This design comes from an exercise in tuning for small area, a short achievable clock period and few clock cycles per item on the open sky130 flow, not from production work.
The RTL was checked by simulation tests, not by an equivalence proof against the original design.

$ cat flow/constraint.sdc
create_clock -name core_clock -period 8.0 [get_ports {clk}]
set_input_delay 1.6000 -clock core_clock [delete_from_list [all_inputs] [get_ports {clk}]]
set_output_delay 1.6000 -clock core_clock [all_outputs]
set_load 0.01 [all_outputs]
$ cat flow/run.sh
#!/bin/bash
# synth_recipe.tcl (not shown) runs the flow's synth.tcl, then flattens the netlist and writes it again
# the make line also repeats each setting of config.mk as NAME=value (left out here)
make -C /OpenROAD-flow-scripts/flow DESIGN_CONFIG=/design/flow/config.mk WORK_HOME=/design/flow/orfs CLKGATE_MAP_FILE= SYNTH_SCRIPT=/design/flow/synth_recipe.tcl finish
$ cat flow/design.v
module aes_sbox (
    input  wire [7:0] a,
    output reg  [7:0] y
);
    always @(*) begin
        case (a)
            8'h00: y = 8'h63;
            8'h01: y = 8'h7c;
            8'h02: y = 8'h77;
            8'h03: y = 8'h7b;
            8'h04: y = 8'hf2;
            8'h05: y = 8'h6b;
            8'h06: y = 8'h6f;
            8'h07: y = 8'hc5;
            8'h08: y = 8'h30;
            8'h09: y = 8'h01;
            8'h0a: y = 8'h67;
            8'h0b: y = 8'h2b;
            8'h0c: y = 8'hfe;
            8'h0d: y = 8'hd7;
            8'h0e: y = 8'hab;
            8'h0f: y = 8'h76;
            8'h10: y = 8'hca;
            8'h11: y = 8'h82;
            8'h12: y = 8'hc9;
            8'h13: y = 8'h7d;
            8'h14: y = 8'hfa;
            8'h15: y = 8'h59;
            8'h16: y = 8'h47;
            8'h17: y = 8'hf0;
            8'h18: y = 8'had;
            8'h19: y = 8'hd4;
            8'h1a: y = 8'ha2;
            8'h1b: y = 8'haf;
            8'h1c: y = 8'h9c;
            8'h1d: y = 8'ha4;
            8'h1e: y = 8'h72;
            8'h1f: y = 8'hc0;
            8'h20: y = 8'hb7;
            8'h21: y = 8'hfd;
            8'h22: y = 8'h93;
            8'h23: y = 8'h26;
            8'h24: y = 8'h36;
            8'h25: y = 8'h3f;
            8'h26: y = 8'hf7;
            8'h27: y = 8'hcc;
            8'h28: y = 8'h34;
            8'h29: y = 8'ha5;
            8'h2a: y = 8'he5;
            8'h2b: y = 8'hf1;
            8'h2c: y = 8'h71;
            8'h2d: y = 8'hd8;
            8'h2e: y = 8'h31;
            8'h2f: y = 8'h15;
            8'h30: y = 8'h04;
            8'h31: y = 8'hc7;
            8'h32: y = 8'h23;
            8'h33: y = 8'hc3;
            8'h34: y = 8'h18;
            8'h35: y = 8'h96;
            8'h36: y = 8'h05;
            8'h37: y = 8'h9a;
            8'h38: y = 8'h07;
            8'h39: y = 8'h12;
            8'h3a: y = 8'h80;
            8'h3b: y = 8'he2;
            8'h3c: y = 8'heb;
            8'h3d: y = 8'h27;
            8'h3e: y = 8'hb2;
            8'h3f: y = 8'h75;
            8'h40: y = 8'h09;
            8'h41: y = 8'h83;
            8'h42: y = 8'h2c;
            8'h43: y = 8'h1a;
            8'h44: y = 8'h1b;
            8'h45: y = 8'h6e;
            8'h46: y = 8'h5a;
            8'h47: y = 8'ha0;
            8'h48: y = 8'h52;
            8'h49: y = 8'h3b;
            8'h4a: y = 8'hd6;
            8'h4b: y = 8'hb3;
            8'h4c: y = 8'h29;
            8'h4d: y = 8'he3;
            8'h4e: y = 8'h2f;
            8'h4f: y = 8'h84;
            8'h50: y = 8'h53;
            8'h51: y = 8'hd1;
            8'h52: y = 8'h00;
            8'h53: y = 8'hed;
            8'h54: y = 8'h20;
            8'h55: y = 8'hfc;
            8'h56: y = 8'hb1;
            8'h57: y = 8'h5b;
            8'h58: y = 8'h6a;
            8'h59: y = 8'hcb;
            8'h5a: y = 8'hbe;
            8'h5b: y = 8'h39;
            8'h5c: y = 8'h4a;
            8'h5d: y = 8'h4c;
            8'h5e: y = 8'h58;
            8'h5f: y = 8'hcf;
            8'h60: y = 8'hd0;
            8'h61: y = 8'hef;
            8'h62: y = 8'haa;
            8'h63: y = 8'hfb;
            8'h64: y = 8'h43;
            8'h65: y = 8'h4d;
            8'h66: y = 8'h33;
            8'h67: y = 8'h85;
            8'h68: y = 8'h45;
            8'h69: y = 8'hf9;
            8'h6a: y = 8'h02;
            8'h6b: y = 8'h7f;
            8'h6c: y = 8'h50;
            8'h6d: y = 8'h3c;
            8'h6e: y = 8'h9f;
            8'h6f: y = 8'ha8;
            8'h70: y = 8'h51;
            8'h71: y = 8'ha3;
            8'h72: y = 8'h40;
            8'h73: y = 8'h8f;
            8'h74: y = 8'h92;
            8'h75: y = 8'h9d;
            8'h76: y = 8'h38;
            8'h77: y = 8'hf5;
            8'h78: y = 8'hbc;
            8'h79: y = 8'hb6;
            8'h7a: y = 8'hda;
            8'h7b: y = 8'h21;
            8'h7c: y = 8'h10;
            8'h7d: y = 8'hff;
            8'h7e: y = 8'hf3;
            8'h7f: y = 8'hd2;
            8'h80: y = 8'hcd;
            8'h81: y = 8'h0c;
            8'h82: y = 8'h13;
            8'h83: y = 8'hec;
            8'h84: y = 8'h5f;
            8'h85: y = 8'h97;
            8'h86: y = 8'h44;
            8'h87: y = 8'h17;
            8'h88: y = 8'hc4;
            8'h89: y = 8'ha7;
            8'h8a: y = 8'h7e;
            8'h8b: y = 8'h3d;
            8'h8c: y = 8'h64;
            8'h8d: y = 8'h5d;
            8'h8e: y = 8'h19;
            8'h8f: y = 8'h73;
            8'h90: y = 8'h60;
            8'h91: y = 8'h81;
            8'h92: y = 8'h4f;
            8'h93: y = 8'hdc;
            8'h94: y = 8'h22;
            8'h95: y = 8'h2a;
            8'h96: y = 8'h90;
            8'h97: y = 8'h88;
            8'h98: y = 8'h46;
            8'h99: y = 8'hee;
            8'h9a: y = 8'hb8;
            8'h9b: y = 8'h14;
            8'h9c: y = 8'hde;
            8'h9d: y = 8'h5e;
            8'h9e: y = 8'h0b;
            8'h9f: y = 8'hdb;
            8'ha0: y = 8'he0;
            8'ha1: y = 8'h32;
            8'ha2: y = 8'h3a;
            8'ha3: y = 8'h0a;
            8'ha4: y = 8'h49;
            8'ha5: y = 8'h06;
            8'ha6: y = 8'h24;
            8'ha7: y = 8'h5c;
            8'ha8: y = 8'hc2;
            8'ha9: y = 8'hd3;
            8'haa: y = 8'hac;
            8'hab: y = 8'h62;
            8'hac: y = 8'h91;
            8'had: y = 8'h95;
            8'hae: y = 8'he4;
            8'haf: y = 8'h79;
            8'hb0: y = 8'he7;
            8'hb1: y = 8'hc8;
            8'hb2: y = 8'h37;
            8'hb3: y = 8'h6d;
            8'hb4: y = 8'h8d;
            8'hb5: y = 8'hd5;
            8'hb6: y = 8'h4e;
            8'hb7: y = 8'ha9;
            8'hb8: y = 8'h6c;
            8'hb9: y = 8'h56;
            8'hba: y = 8'hf4;
            8'hbb: y = 8'hea;
            8'hbc: y = 8'h65;
            8'hbd: y = 8'h7a;
            8'hbe: y = 8'hae;
            8'hbf: y = 8'h08;
            8'hc0: y = 8'hba;
            8'hc1: y = 8'h78;
            8'hc2: y = 8'h25;
            8'hc3: y = 8'h2e;
            8'hc4: y = 8'h1c;
            8'hc5: y = 8'ha6;
            8'hc6: y = 8'hb4;
            8'hc7: y = 8'hc6;
            8'hc8: y = 8'he8;
            8'hc9: y = 8'hdd;
            8'hca: y = 8'h74;
            8'hcb: y = 8'h1f;
            8'hcc: y = 8'h4b;
            8'hcd: y = 8'hbd;
            8'hce: y = 8'h8b;
            8'hcf: y = 8'h8a;
            8'hd0: y = 8'h70;
            8'hd1: y = 8'h3e;
            8'hd2: y = 8'hb5;
            8'hd3: y = 8'h66;
            8'hd4: y = 8'h48;
            8'hd5: y = 8'h03;
            8'hd6: y = 8'hf6;
            8'hd7: y = 8'h0e;
            8'hd8: y = 8'h61;
            8'hd9: y = 8'h35;
            8'hda: y = 8'h57;
            8'hdb: y = 8'hb9;
            8'hdc: y = 8'h86;
            8'hdd: y = 8'hc1;
            8'hde: y = 8'h1d;
            8'hdf: y = 8'h9e;
            8'he0: y = 8'he1;
            8'he1: y = 8'hf8;
            8'he2: y = 8'h98;
            8'he3: y = 8'h11;
            8'he4: y = 8'h69;
            8'he5: y = 8'hd9;
            8'he6: y = 8'h8e;
            8'he7: y = 8'h94;
            8'he8: y = 8'h9b;
            8'he9: y = 8'h1e;
            8'hea: y = 8'h87;
            8'heb: y = 8'he9;
            8'hec: y = 8'hce;
            8'hed: y = 8'h55;
            8'hee: y = 8'h28;
            8'hef: y = 8'hdf;
            8'hf0: y = 8'h8c;
            8'hf1: y = 8'ha1;
            8'hf2: y = 8'h89;
            8'hf3: y = 8'h0d;
            8'hf4: y = 8'hbf;
            8'hf5: y = 8'he6;
            8'hf6: y = 8'h42;
            8'hf7: y = 8'h68;
            8'hf8: y = 8'h41;
            8'hf9: y = 8'h99;
            8'hfa: y = 8'h2d;
            8'hfb: y = 8'h0f;
            8'hfc: y = 8'hb0;
            8'hfd: y = 8'h54;
            8'hfe: y = 8'hbb;
            8'hff: y = 8'h16;
            default: y = 8'h00;
        endcase
    end
endmodule
module aes256_core (
    input  wire         clk,
    input  wire         rst,         
    input  wire         in_valid,
    output wire         in_ready,
    input  wire [255:0] key,
    input  wire [127:0] block_in,
    output reg          out_valid,
    output wire [127:0] block_out
);
    function [7:0] xtime;
        input [7:0] b;
        xtime = {b[6:0], 1'b0} ^ (b[7] ? 8'h1b : 8'h00);
    endfunction
    function [31:0] mix_column;
        input [31:0] col;   
        reg [7:0] a0, a1, a2, a3;
        begin
            a0 = col[31:24];
            a1 = col[23:16];
            a2 = col[15:8];
            a3 = col[7:0];
            mix_column[31:24] = xtime(a0) ^ (xtime(a1) ^ a1) ^ a2 ^ a3;
            mix_column[23:16] = a0 ^ xtime(a1) ^ (xtime(a2) ^ a2) ^ a3;
            mix_column[15:8]  = a0 ^ a1 ^ xtime(a2) ^ (xtime(a3) ^ a3);
            mix_column[7:0]   = (xtime(a0) ^ a0) ^ a1 ^ a2 ^ xtime(a3);
        end
    endfunction
    reg  [127:0] state;      
    reg  [255:0] kwin;       
    reg  [3:0]   round;      
    reg  [7:0]   rcon;       
    reg          busy;
    assign in_ready  = !busy;
    assign block_out = state;
    wire [127:0] sub;
    genvar gi;
    generate
        for (gi = 0; gi < 16; gi = gi + 1) begin : g_sbox
            aes_sbox u_sbox (.a(state[127-8*gi -: 8]), .y(sub[127-8*gi -: 8]));
        end
    endgenerate
    wire [127:0] shifted;
    generate
        for (gi = 0; gi < 16; gi = gi + 1) begin : g_shift
            localparam integer R = gi % 4;
            localparam integer C = gi / 4;
            localparam integer SRC = R + 4 * ((C + R) % 4);
            assign shifted[127-8*gi -: 8] = sub[127-8*SRC -: 8];
        end
    endgenerate
    wire [127:0] mixed;
    generate
        for (gi = 0; gi < 4; gi = gi + 1) begin : g_mix
            assign mixed[127-32*gi -: 32] = mix_column(shifted[127-32*gi -: 32]);
        end
    endgenerate
    wire         last_round = (round == 4'd14);
    wire [127:0] round_key  = kwin[127:0];    
    wire [127:0] next_state = (last_round ? shifted : mixed) ^ round_key;
    wire [31:0] last_word = kwin[31:0];
    wire [31:0] sw_in     = round[0] ? {last_word[23:0], last_word[31:24]} : last_word;
    wire [31:0] sw_out;
    generate
        for (gi = 0; gi < 4; gi = gi + 1) begin : g_ksbox
            aes_sbox u_sbox (.a(sw_in[31-8*gi -: 8]), .y(sw_out[31-8*gi -: 8]));
        end
    endgenerate
    wire [31:0] t    = sw_out ^ (round[0] ? {rcon, 24'h0} : 32'h0);
    wire [31:0] nw0  = kwin[255:224] ^ t;
    wire [31:0] nw1  = kwin[223:192] ^ nw0;
    wire [31:0] nw2  = kwin[191:160] ^ nw1;
    wire [31:0] nw3  = kwin[159:128] ^ nw2;
    always @(posedge clk) begin
        if (rst) begin
            busy      <= 1'b0;
            out_valid <= 1'b0;
            round     <= 4'd1;
            rcon      <= 8'h01;
        end else begin
            out_valid <= 1'b0;
            if (!busy) begin
                if (in_valid) begin
                    busy  <= 1'b1;
                    round <= 4'd1;
                    rcon  <= 8'h01;
                end
            end else begin
                round <= round + 4'd1;
                if (round[0])
                    rcon <= xtime(rcon);
                if (last_round) begin
                    busy      <= 1'b0;
                    out_valid <= 1'b1;
                end
            end
        end
    end
    always @(posedge clk) begin
        if (!busy) begin
            if (in_valid) begin
                state <= block_in ^ key[255:128];
                kwin  <= key;
            end
        end else begin
            state <= next_state;
            kwin  <= {kwin[127:0], nw0, nw1, nw2, nw3};
        end
    end
endmodule
$ cat flow/config.mk
export PLATFORM = sky130hd
export DESIGN_NAME = aes256_core
export DESIGN_NICKNAME = aes256_core
export VERILOG_FILES = /design/flow/design.v
export SDC_FILE = /design/flow/constraint.sdc
export NUM_CORES = 4
export LEC_CHECK = 0
export CAP_MARGIN = 20
export CELL_PAD_IN_SITES_DETAIL_PLACEMENT = 1
export CELL_PAD_IN_SITES_GLOBAL_PLACEMENT = 2
export CORE_MARGIN = 2
export CORE_UTILIZATION = 20
export PLACE_DENSITY = 0.4
export SLEW_MARGIN = 20
==> impl_metrics.tcl <==
set metrics [dict create \
    outcome "finished clean" \
    grt_max_degree 135 \
    cts-resized-gates 0 \
    vias 132000 \
    dp_hpwl_um 651000 \
    post-cts-setup-buffers 0 \
    drt-met1-wl_um 380000 \
    initial_core_util_pct 20.0 \
    portBuffers 516 \
    synth_edf_count 384 \
    synth.avg_cell_area_sq_um 6.98 \
    grt_pass1_vias 129000 \
    drt_first_pass_iters 7 \
    finalSetupViolCount 0 \
    yosysWarnings 2 \
    die_w_um 718 \
    final-hold-violation-count 0 \
    synth_area_sq_um 102000 \
    final_util_pct 23.3 \
    ys_async_sr_fraction_pct 0 \
    fillers 61100 \
    cts_tree "done" \
    rsz0062_at_grt "false" \
    met3_length_um 58000 \
    critPathKind "reg -> reg" \
    cts_sinks 526 \
    dr_wl_met2_um 377000 \
    tns_ps 0 \
    ys_types 129 \
    drtIter0Drc 16200 \
    endpoint_kind "flip-flop" \
    holdCritPathClass "reg -> reg" \
    finalCritPeriodShare_pct 87.9 \
    crit_path_start_kind "flip-flop" \
    finClkSkew_ps 63.3 \
    clkLatencyLatePin_ps 930 \
    nNetsFinal 15000 \
    fmax_ghz 0.142 \
    rows 262 \
    synth_fp_nets 15300 \
    maxSlewHeadroom_pct 14.1 \
    cp.arrival_ps 7730 \
    cts-buffers-inserted 96 \
    wirelength_um 860000 \
    tightest_slew_ps 1280 \
    cpPeakStageDelay_ps 1010 \
    drive_above_1_share_pct 10.3 \
    drv_cap 0 \
    io_pins 517 \
    cts-root-buf "clkbuf_16" \
    cpLargestDelayFamily "simple AND/OR/NAND/NOR gates" \
    required_ps 8700 \
    drc 0 \
    clk_pin_slew_ps 60 \
    report.final.slew_viol_count 0 \
    ant_nets 0 \
    syn_to_final_growth_pct 16.3 \
    overflow 0 \
    fp.dieH_um 718 \
    wl_per_cell_um 40.5 \
    clockBufferDepth 4 \
    worstPathMaxFanout 28 \
    place_congestion 0.970 \
    fin_area_sq_um 119000 \
    crit_chain "inv_1 > ha_1 > nand3_4 > buf_4 > nand2_1 > o21ai_0 > a21oi_2 > ha_1 > and2_1 > o21ai_0 > nand3_1 > a21oi_1 > nor4_1 > a211oi_1" \
    synth_seq_area_share_pct 14.1 \
    die_area_sq_um 515000 \
    cp_slowest_cell "ha_1" \
    viasPerCell 6.20 \
    critPathBufInv 2 \
    grt_use_total_pct 31.6 \
    ys_ff_latch 526 \
    period_needed_ps 7030 \
    hold_buffers 0 \
    yosys_most_used_dff "edfxtp_1" \
    cts-htree-levels 3 \
    top_layer "met5" \
    coreArea_sq_um 508000 \
    syn_inst 14600 \
    grt_pass1_wl_um 1170000 \
    dpl_cell_area_sq_um 115000 \
    grt_antenna_before_repair 96 \
]
through the flow:
stage / setup WS, ps / hold slack [ps] / cells
6_report: 968 / 563 / 21200
5_1_grt: 846 / 604 / 21200
4_1_cts: 1000 / 559 / 21100
3_5_place_dp: 758 / 543 / 21000
3_3_place_gp: 190 / 537 / 21000
2_1_floorplan: 462 / 488 / 14600
worst register-to-register path, stage by stage, from the launching register on:
cell,delay (ps)
dfxtp_4,790
inv_1,180
ha_1,330
nand3_4,680
buf_4,400
nand2_1,560
o21ai_0,700
a21oi_2,240
ha_1,1010
and2_1,640
o21ai_0,160
nand3_1,130
a21oi_1,70
nor4_1,820
a211oi_1,120
worst paths after layout:
kind | cells past startpoint | slack (ps) | from | to
worst max register to register | 14 | 970 | round[0]$_SDFFE_PP1N_ | g_sbox[12].u_sbox.y[3]$_DFF_P_
worst max-delay path | 14 | 970 | round[0]$_SDFFE_PP1N_ | g_sbox[12].u_sbox.y[3]$_DFF_P_
worst min-delay path | 2 | 560 | rcon[5]$_SDFFE_PP0P_ | rcon[5]$_SDFFE_PP0P_
worst min register to register | 2 | 560 | rcon[5]$_SDFFE_PP0P_ | rcon[5]$_SDFFE_PP0P_
layout by cell type, fill, tap and decap left out, types with 81 or more instances in the layout:
cell,instances
o22ai_1,165
or3_1,105
o211ai_1,357
mux2i_1,231
o2111ai_1,90
nand3b_1,81
o221ai_1,151
xnor2_1,406
and3_1,89
dfxtp_1,137
a2111oi_0,86
a221oi_1,187
xor2_1,173
a211oi_1,337
xnor3_1,131
mux2_2,184
clkdlybuf4s50_1,515
buf_4,730
a31oi_1,321
nor2_1,1480
nor3_1,509
a311oi_1,200
nand2_1,1597
ha_1,261
o21ai_0,1273
a21oi_1,1255
o311ai_0,200
edfxtp_1,384
inv_1,148
diode_2,86
nand4_1,109
clkbuf_16,97
a211o_1,87
nand3_1,492
o31ai_1,111
sequential cells by signal, summed over array words and instances (netlist names):
| signal | flops |
|---|---|
| out_valid | 1 |
| g_sbox.u_sbox.y | 128 |
| round | 4 |
| busy | 1 |
| rcon | 8 |
| state | 128 |
| kwin | 256 |
logic make-up (layout without fill, tap and decap cells):
family / after synthesis / after routing / share of synthesized area, %
other: 0 / 86 / 0
buffers and inverters: 1842 / 1642 / 8.06
XOR/XNOR: 768 / 768 / 8.96
AND/OR/NAND/NOR: 4968 / 4968 / 22.2
flip-flops: 526 / 526 / 14.1
adder cells (fa/ha/maj): 261 / 261 / 3.20
multiplexers: 487 / 487 / 5.58
AO/OA/AOI/OAI: 5752 / 5752 / 37.9
synthesized netlist by cell type, types with 49 or more instances:
| library cell | n | area, sq um |
|---|---|---|
| edfxtp_1 | 384 | 11500 |
| a32oi_1 | 58 | 508 |
| a31oi_1 | 330 | 2060 |
| nor2_1 | 1491 | 5600 |
| a22oi_1 | 79 | 593 |
| a2111oi_0 | 88 | 771 |
| o211ai_1 | 357 | 2680 |
| buf_4 | 77 | 578 |
| nand2b_1 | 81 | 507 |
| a311oi_1 | 200 | 1750 |
| nor3_1 | 515 | 2580 |
| a211oi_1 | 343 | 2570 |
| o21ai_0 | 1284 | 6430 |
| or3_1 | 110 | 688 |
| inv_1 | 153 | 574 |
| o311ai_0 | 201 | 1760 |
| xor2_1 | 174 | 1520 |
| nand3_1 | 494 | 2470 |
| xnor2_1 | 416 | 3640 |
| nor4_1 | 83 | 519 |
| xnor3_1 | 131 | 2950 |
| nand3b_1 | 81 | 608 |
| o32ai_1 | 52 | 455 |
| a211o_1 | 87 | 762 |
| dfxtp_1 | 142 | 2840 |
| o22ai_1 | 165 | 1030 |
| a21o_1 | 72 | 541 |
| clkbuf_1 | 786 | 2950 |
| buf_2 | 615 | 3080 |
| o21a_1 | 61 | 458 |
| o31ai_1 | 111 | 833 |
| o2111ai_1 | 90 | 788 |
| nand2_1 | 1604 | 6020 |
| buf_1 | 141 | 529 |
| and2_1 | 74 | 463 |
| mux2i_1 | 252 | 2520 |
| o221ai_1 | 151 | 1320 |
| and3_1 | 91 | 569 |
| a311o_1 | 49 | 490 |
| mux2_2 | 184 | 2070 |
| ha_1 | 261 | 3270 |
| a221oi_1 | 187 | 1640 |
| a21oi_1 | 1267 | 6340 |
| nand4_1 | 109 | 682 |
layer usage:
layer,up-vias,GRT usage [%]
li1,55300,-
met4,30,14.3
met3,1081,4.71
met1,68800,43.2
met5,-,0
met2,6333,49.0
cell type report:
type,instances,area (sq um),area share [%]
antenna,86,215,0.181
clock buffer,114,2530,2.13
clock inverter,61,748,0.631
inverter,190,738,0.622
multi-input combinational,12200,80300,67.7
sequential,526,14400,12.1
tap,6732,8420,7.10
timing repair buffer,1277,11300,9.50
Testbench counts, summed over its fixed seeds: cycles 28,808, blocks 1,920.

-- afterwards: timing with drivers on the ports --
In the flow no input, the clock included, has a driving cell. The finished layout below was timed again as built, in two steps. Step 1 sets driving cells, clkbuf_16 on the clock port and buf_2 on the other inputs (assumed; they add their load-dependent delay and slew). Step 2 times the ports against the registers' clock, not the clock port: input delays grow and output delays shrink by t, the midpoint of the rising clock arrivals with the driver on. Slacks: ideal / step 1 / step 2; pairs: ideal / step 1.
t (ns): 1.006
setup WS [ns]: 0.968 / 0.968 / 0.797
worst data-port slew with drivers (ns): 0.22
After both steps setup and hold are still met in this run. The setup slack of this run moves by 0.000 ns with the drivers and by -0.171 ns with both steps.
